From an optimization exercise on the open Yosys and OpenROAD flow, aimed at small area, a short achievable clock period and few clock cycles per item; shortcuts taken in it are not production practice.
Power figures rest on the tool's default switching activity, not on a simulated workload.

==> inputs of build 65 <==
Design chunked_transition_lut_fsm, start of the top module:
module chunked_transition_lut_fsm (
    input  wire         clk,
    input  wire         rst,
    input  wire         start,
    input  wire [15:0]  cmd,
    input  wire [63:0]  xin,
    input  wire [63:0]  yin,
    input  wire [127:0] hin,
    output wire         busy,
    output wire         done,
    output wire         fault,
    output wire [1:0]   cause,
    output wire [127:0] hout,
    output wire [63:0]  xout,
    output wire [63:0]  yout
);
    localparam integer K  = 16;            
    localparam integer LK = 4;             
    localparam integer NB = 64 / K;        
    localparam integer LB = 6 - LK;        
    wire       c_var   = cmd[12];
    wire       c_dir   = cmd[11];
    wire       c_auto  = cmd[10];
    wire [1:0] c_wsel  = cmd[9:8];
    wire [7:0] c_order = cmd[7:0];
    wire [7:0] w_bits    = 8'd8 << c_wsel;
    wire       illegal   = (cmd[15:13] != 3'd0) || (c_var && c_auto);
    wire       order_bad = !c_auto && (c_order > w_bits);
    wire       c_fault   = illegal | order_bad;
    wire [5:0] om1    = c_order[5:0] - 6'd1;
    wire [5:0] c_top  = c_auto ? (w_bits[6:0] - 7'd1) : om1;
    wire       c_none = !c_auto && (c_order[6:0] == 7'd0);
    wire [LB-1:0] c_b0 = c_top[5:LK];
    reg [127:0]   r;
    reg           busy_r, done_r;
    reg [1:0]     cause_r;
    reg [LB-1:0]  blk;
    reg           first;
    reg [LK-1:0]  tpos;
    reg           var_r, dir_r;
    reg           su, sv;
    assign busy  = busy_r;
    assign done  = done_r;
    assign cause = cause_r;
    assign fault = cause_r[0] | cause_r[1];
    assign hout  = r;
    genvar g;
    generate
        for (g = 0; g < 64; g = g + 1) begin : g_o
            assign xout[g] = r[2*g+1];
            assign yout[g] = r[2*g];
        end
    endgenerate
    wire [2*K-1:0] bin = r[2*K*blk +: 2*K];
  ...
==> module chunked_transition_lut_fsm, before the edit <==
module chunked_transition_lut_fsm (
    input  wire         clk,
    input  wire         rst,
    input  wire         start,
    input  wire [15:0]  cmd,
    input  wire [63:0]  xin,
    input  wire [63:0]  yin,
    input  wire [127:0] hin,
    output wire         busy,
    output wire         done,
    output wire         fault,
    output wire [1:0]   cause,
    output wire [127:0] hout,
    output wire [63:0]  xout,
    output wire [63:0]  yout
);
    localparam integer K  = 16;            
    localparam integer LK = 4;             
    localparam integer NB = 64 / K;        
    localparam integer LB = 6 - LK;        
    wire       c_var   = cmd[12];
    wire       c_dir   = cmd[11];
    wire       c_auto  = cmd[10];
    wire [1:0] c_wsel  = cmd[9:8];
    wire [7:0] c_order = cmd[7:0];
    wire [7:0] w_bits    = 8'd8 << c_wsel;
    wire       illegal   = (cmd[15:13] != 3'd0) || (c_var && c_auto);
    wire       order_bad = !c_auto && (c_order > w_bits);
    wire       c_fault   = illegal | order_bad;
    wire [5:0] om1    = c_order[5:0] - 6'd1;
    wire [5:0] c_top  = c_auto ? (w_bits[6:0] - 7'd1) : om1;
    wire       c_none = !c_auto && (c_order[6:0] == 7'd0);
    wire [LB-1:0] c_b0 = c_top[5:LK];
    reg [127:0]   r;
    reg           busy_r, done_r;
    reg [1:0]     cause_r;
    reg [LB-1:0]  blk;
    reg           first;
    reg [LK-1:0]  tpos;
    reg           var_r, dir_r;
    reg           su, sv;
    assign busy  = busy_r;
    assign done  = done_r;
    assign cause = cause_r;
    assign fault = cause_r[0] | cause_r[1];
    assign hout  = r;
    genvar g;
    generate
        for (g = 0; g < 64; g = g + 1) begin : g_o
            assign xout[g] = r[2*g+1];
            assign yout[g] = r[2*g];
        end
    endgenerate
    wire [2*K-1:0] bin = r[2*K*blk +: 2*K];
    function [5:0] comp;    
        input [5:0] lo, hi;
        reg a00, a01, a10, a11, c00, c01, c10, c11;
        begin
            {a00, a01, a10, a11} = lo[5:2];
            {c00, c01, c10, c11} = hi[5:2];
            comp[5] = (a00 & c00) ^ (a01 & c10);
            comp[4] = (a00 & c01) ^ (a01 & c11);
            comp[3] = (a10 & c00) ^ (a11 & c10);
            comp[2] = (a10 & c01) ^ (a11 & c11);
            comp[1] = (a00 & hi[1]) ^ (a01 & hi[0]) ^ lo[1];
            comp[0] = (a10 & hi[1]) ^ (a11 & hi[0]) ^ lo[0];
        end
    endfunction
    reg  [K-1:0] la, lb;
    reg  [K-1:0] lpad;
    reg  [5:0]   lmap [0:K];      
    integer j;
    reg a, b, c, pad, top, low;
    always @(*) begin
        lmap[0] = {4'b0000, su, sv};
        for (j = K - 1; j >= 0; j = j - 1) begin
            pad = first && (j > tpos);
            top = first && (j == tpos) && var_r;
            low = var_r && !pad && !top;
            a = bin[2*j+1] ^ low;
            b = bin[2*j] ^ (low & dir_r);
            c = a ^ b;
            la[j] = a;
            lb[j] = b;
            lpad[j] = pad;
            if (pad)
                lmap[K-j] = 6'b100100;
            else if (top)
                lmap[K-j] = {4'b0000, a ^ dir_r, ~(a ^ dir_r)};
            else if (!dir_r)
                lmap[K-j] = {1'b1, c, ~c, 1'b1, c & a, ~c & ~a};
            else
                lmap[K-j] = {4'b1001, a & b, ~a & ~b};
        end
    end
    wire [5:0] pre [0:LK][0:K-1];
    genvar s2, e2;
    generate
        for (e2 = 0; e2 < K; e2 = e2 + 1) begin : g_p0
            assign pre[0][e2] = lmap[e2];
        end
        for (s2 = 0; s2 < LK; s2 = s2 + 1) begin : g_st
            for (e2 = 0; e2 < K; e2 = e2 + 1) begin : g_nd
                if ((e2 >> s2) & 1) begin : g_c
                    assign pre[s2+1][e2] = comp(pre[s2][e2], pre[s2][((e2 >> s2) << s2) - 1]);
                end else begin : g_t
                    assign pre[s2+1][e2] = pre[s2][e2];
                end
            end
        end
    endgenerate
    reg  [2*K-1:0] bout;
    reg            nu, nv;
    reg u, v, sw;
    always @(*) begin
        for (j = K - 1; j >= 0; j = j - 1) begin
            u = pre[LK][K-1-j][1];
            v = pre[LK][K-1-j][0];
            a = la[j];
            b = lb[j];
            c = a ^ b;
            sw = u ^ v;
            if (lpad[j])
                bout[2*j +: 2] = 2'b00;
            else if (!dir_r)
                bout[2*j +: 2] = {a ^ (c ? v : u), c};
            else
                bout[2*j +: 2] = {(sw ? c : a) ^ u, (sw ? a : c) ^ u};
        end
    end
    wire [5:0] lastm = lmap[K];
    wire [1:0] s_in0 = pre[LK][K-1][1:0];
    always @(*) begin
        nu = (lastm[5] & s_in0[1]) ^ (lastm[4] & s_in0[0]) ^ lastm[1];
        nv = (lastm[3] & s_in0[1]) ^ (lastm[2] & s_in0[0]) ^ lastm[0];
    end
    wire launch = start && !busy_r;
    wire [NB-1:0] keep;
    generate
        for (g = 0; g < NB; g = g + 1) begin : g_keep
            assign keep[g] = !c_none && (g <= c_b0);
        end
    endgenerate
    integer i;
    always @(posedge clk) begin
        if (rst) begin
            busy_r  <= 1'b0;
            done_r  <= 1'b0;
            cause_r <= 2'd0;
        end else if (launch) begin
            cause_r <= illegal ? 2'd1 : order_bad ? 2'd2 : 2'd0;
            busy_r  <= !c_fault && !c_none;
            done_r  <= c_fault || c_none;
        end else if (busy_r && blk == {LB{1'b0}}) begin
            busy_r  <= 1'b0;
            done_r  <= 1'b1;
        end
        if (launch) begin
            for (i = 0; i < 64; i = i + 1) begin
                r[2*i+1] <= keep[i/K] & (c_dir ? hin[2*i+1] : xin[i]);
                r[2*i]   <= keep[i/K] & (c_dir ? hin[2*i]   : yin[i]);
            end
            blk   <= c_b0;
            first <= 1'b1;
            tpos  <= c_top[LK-1:0];
            var_r <= c_var;
            dir_r <= c_dir;
            su    <= 1'b0;
            sv    <= c_auto & c_order[0];
        end else if (busy_r) begin
            r[2*K*blk +: 2*K] <= bout;
            blk   <= blk - 1'b1;
            first <= 1'b0;
            su    <= nu;
            sv    <= nv;
        end
    end
endmodule
clock: 10.0 ns
lec_check: 0
cap_margin: 20
core_margin: 2
core_utilization: 55
setup_slack_margin: 5
slew_margin: 20
run.sh (not shown) runs the stock make flow with config.mk's settings and CLKGATE_MAP_FILE= SYNTH_SCRIPT=/design/flow/synth_recipe.tcl, a recipe that flattens the netlist after the stock synthesis.
==> build 68 (differences from build 65) <==
--- a/flow/design.v
+++ b/flow/design.v
@@ -34,3 +34,3 @@
     reg [127:0]   r;
-    reg           busy_r, done_r;
+    reg           act_r, done_r;
     reg [1:0]     cause_r;
@@ -41,7 +41,10 @@
     reg           su, sv;
-    assign busy  = busy_r;
-    assign done  = done_r;
+    wire last = act_r && (blk == {LB{1'b0}});
+    wire [2*K-1:0] bout;
+    wire [127:0] res = {r[127:2*K], last ? bout : r[2*K-1:0]};
+    assign busy  = act_r && !last;
+    assign done  = done_r || last;
     assign cause = cause_r;
     assign fault = cause_r[0] | cause_r[1];
-    assign hout  = r;
+    assign hout  = res;
     genvar g;
@@ -49,4 +52,4 @@
         for (g = 0; g < 64; g = g + 1) begin : g_o
-            assign xout[g] = r[2*g+1];
-            assign yout[g] = r[2*g];
+            assign xout[g] = res[2*g+1];
+            assign yout[g] = res[2*g];
         end
@@ -95,19 +98,54 @@
     end
+    wire [5:0] e_m [0:K-1];
+    genvar e2;
+    generate
+        for (e2 = 0; e2 < K; e2 = e2 + 1) begin : g_e
+            assign e_m[e2] = lmap[e2];
+        end
+    endgenerate
+    wire [5:0] bk1 = comp(e_m[1], e_m[0]);
+    wire [5:0] bk2 = comp(e_m[3], e_m[2]);
+    wire [5:0] bk3 = comp(e_m[5], e_m[4]);
+    wire [5:0] bk4 = comp(e_m[7], e_m[6]);
+    wire [5:0] bk5 = comp(e_m[9], e_m[8]);
+    wire [5:0] bk6 = comp(e_m[11], e_m[10]);
+    wire [5:0] bk7 = comp(e_m[13], e_m[12]);
+    wire [5:0] bk8 = comp(e_m[15], e_m[14]);
+    wire [5:0] bk9 = comp(bk2, bk1);
+    wire [5:0] bk10 = comp(bk4, bk3);
+    wire [5:0] bk11 = comp(bk6, bk5);
+    wire [5:0] bk12 = comp(bk8, bk7);
+    wire [5:0] bk13 = comp(bk10, bk9);
+    wire [5:0] bk14 = comp(bk12, bk11);
+    wire [5:0] bk15 = comp(bk14, bk13);
+    wire [5:0] bk16 = comp(bk11, bk13);
+    wire [5:0] bk17 = comp(bk3, bk9);
+    wire [5:0] bk18 = comp(bk5, bk13);
+    wire [5:0] bk19 = comp(bk7, bk16);
+    wire [5:0] bk20 = comp(e_m[2], bk1);
+    wire [5:0] bk21 = comp(e_m[4], bk9);
+    wire [5:0] bk22 = comp(e_m[6], bk17);
+    wire [5:0] bk23 = comp(e_m[8], bk13);
+    wire [5:0] bk24 = comp(e_m[10], bk18);
+    wire [5:0] bk25 = comp(e_m[12], bk16);
+    wire [5:0] bk26 = comp(e_m[14], bk19);
     wire [5:0] pre [0:LK][0:K-1];
-    genvar s2, e2;
-    generate
-        for (e2 = 0; e2 < K; e2 = e2 + 1) begin : g_p0
-            assign pre[0][e2] = lmap[e2];
-        end
-        for (s2 = 0; s2 < LK; s2 = s2 + 1) begin : g_st
-            for (e2 = 0; e2 < K; e2 = e2 + 1) begin : g_nd
-                if ((e2 >> s2) & 1) begin : g_c
-                    assign pre[s2+1][e2] = comp(pre[s2][e2], pre[s2][((e2 >> s2) << s2) - 1]);
-                end else begin : g_t
-                    assign pre[s2+1][e2] = pre[s2][e2];
-                end
-            end
-        end
-    endgenerate
-    reg  [2*K-1:0] bout;
+    assign pre[LK][0] = e_m[0];
+    assign pre[LK][1] = bk1;
+    assign pre[LK][2] = bk20;
+    assign pre[LK][3] = bk9;
+    assign pre[LK][4] = bk21;
+    assign pre[LK][5] = bk17;
+    assign pre[LK][6] = bk22;
+    assign pre[LK][7] = bk13;
+    assign pre[LK][8] = bk23;
+    assign pre[LK][9] = bk18;
+    assign pre[LK][10] = bk24;
+    assign pre[LK][11] = bk16;
+    assign pre[LK][12] = bk25;
+    assign pre[LK][13] = bk19;
+    assign pre[LK][14] = bk26;
+    assign pre[LK][15] = bk15;
+    reg  [2*K-1:0] bo;
+    assign bout = bo;
     reg            nu, nv;
@@ -123,7 +161,7 @@
             if (lpad[j])
-                bout[2*j +: 2] = 2'b00;
+                bo[2*j +: 2] = 2'b00;
             else if (!dir_r)
-                bout[2*j +: 2] = {a ^ (c ? v : u), c};
+                bo[2*j +: 2] = {a ^ (c ? v : u), c};
             else
-                bout[2*j +: 2] = {(sw ? c : a) ^ u, (sw ? a : c) ^ u};
+                bo[2*j +: 2] = {(sw ? c : a) ^ u, (sw ? a : c) ^ u};
         end
@@ -136,3 +174,3 @@
     end
-    wire launch = start && !busy_r;
+    wire launch = start && !busy;
     wire [NB-1:0] keep;
@@ -146,3 +184,3 @@
         if (rst) begin
-            busy_r  <= 1'b0;
+            act_r   <= 1'b0;
             done_r  <= 1'b0;
@@ -151,6 +189,6 @@
             cause_r <= illegal ? 2'd1 : order_bad ? 2'd2 : 2'd0;
-            busy_r  <= !c_fault && !c_none;
+            act_r   <= !c_fault && !c_none;
             done_r  <= c_fault || c_none;
-        end else if (busy_r && blk == {LB{1'b0}}) begin
-            busy_r  <= 1'b0;
+        end else if (last) begin
+            act_r   <= 1'b0;
             done_r  <= 1'b1;
@@ -169,3 +207,3 @@
             sv    <= c_auto & c_order[0];
-        end else if (busy_r) begin
+        end else if (act_r) begin
             r[2*K*blk +: 2*K] <= bout;
==> flow/flow/run.sh (new file) <==
#!/bin/bash
# Standard layout, with the port buffers made from the smallest buffer cell.
set -euo pipefail
export BUFFER_PORTS_ARGS="-buffer_cell sky130_fd_sc_hd__buf_1"
bash standard.sh > standard_flow.log 2>&1
==> flow/standard.sh (new file) <==
#!/bin/bash
# synth_recipe.tcl (not shown) runs the flow's synth.tcl, then flattens the netlist and writes it again
# the make line also repeats each setting of config.mk as NAME=value (left out here)
make -C /OpenROAD-flow-scripts/flow DESIGN_CONFIG=/design/flow/config.mk WORK_HOME=/design/flow/orfs CLKGATE_MAP_FILE= SYNTH_SCRIPT=/design/flow/synth_recipe.tcl "${@:-finish}"
Settings changed: ABC_AREA from default to 1, CORE_UTILIZATION 55 to 45, SETUP_SLACK_MARGIN 5 to 3.
removed: flow/run.sh
==> qor summary <==
| quantity | build 68 | build 65 |
|---|---|---|
| WHS | 0.522 ns | 0.581 ns |
| Fraction of met1 tracks used by global routing | 0.532 | 0.674 |
| Transition time at the pin with the least slew margin | 1.08 ns | 1.28 ns |
| Slowest-stage cell, CP | o21ai_0 | edfxtp_1 |
| Area share of the largest cell type after synthesis | 0.223 | 0.229 |
| Total sequential power | 904 µW | 985 µW |
| Via-to-Cell Ratio | 5.80 | 7.39 |
| Post-synthesis instance total | 2848 | 2143 |
| Number of nets in the synthesized netlist | 3132 | 2427 |
| Die Y | 206 µm | 185 µm |
| Layout buffer count excluding clock buffers | 705 | 700 |
| Power in the clock group | 661 µW | 683 µW |
| Number of antenna violations at the first check in global routing | 4 | 17 |
| Run status | complete, no violations | complete, no violations |
| Non-filler cells in the finished layout | 3776 | 3069 |
| Tot Pwr | 5.94 mW | 8.62 mW |
| Core Area | 40600 µm² | 32400 µm² |
| Arrival time at the worst endpoint | 5.15 ns | 6.17 ns |
Function was not checked in any run of this note: the RTL went through the layout flow alone.

re-timing with driven ports:
No port has a modelled driver above. Below, the same layouts with a new extraction and two added sets of constraints. Step 1: set_driving_cell puts a clkbuf_16 on clk and a buf_2 on each other input, an assumption about the parent block. Step 2 moves the port delays by t, midway between the first and last clock arrival at a register: inputs arrive t later, outputs are due t later. That takes back most of the time a late clock gives input paths. Three values: ideal, step 1, step 2; two values: the first two.
run	t (ns)	slack for setup (ns)	worst setup path at the end
build 65	0.530	4.011 / 4.011 / 4.011	register to register
build 68	0.498	2.855 / 2.800 / 3.298	register to output
After both steps every run listed still meets setup and hold.
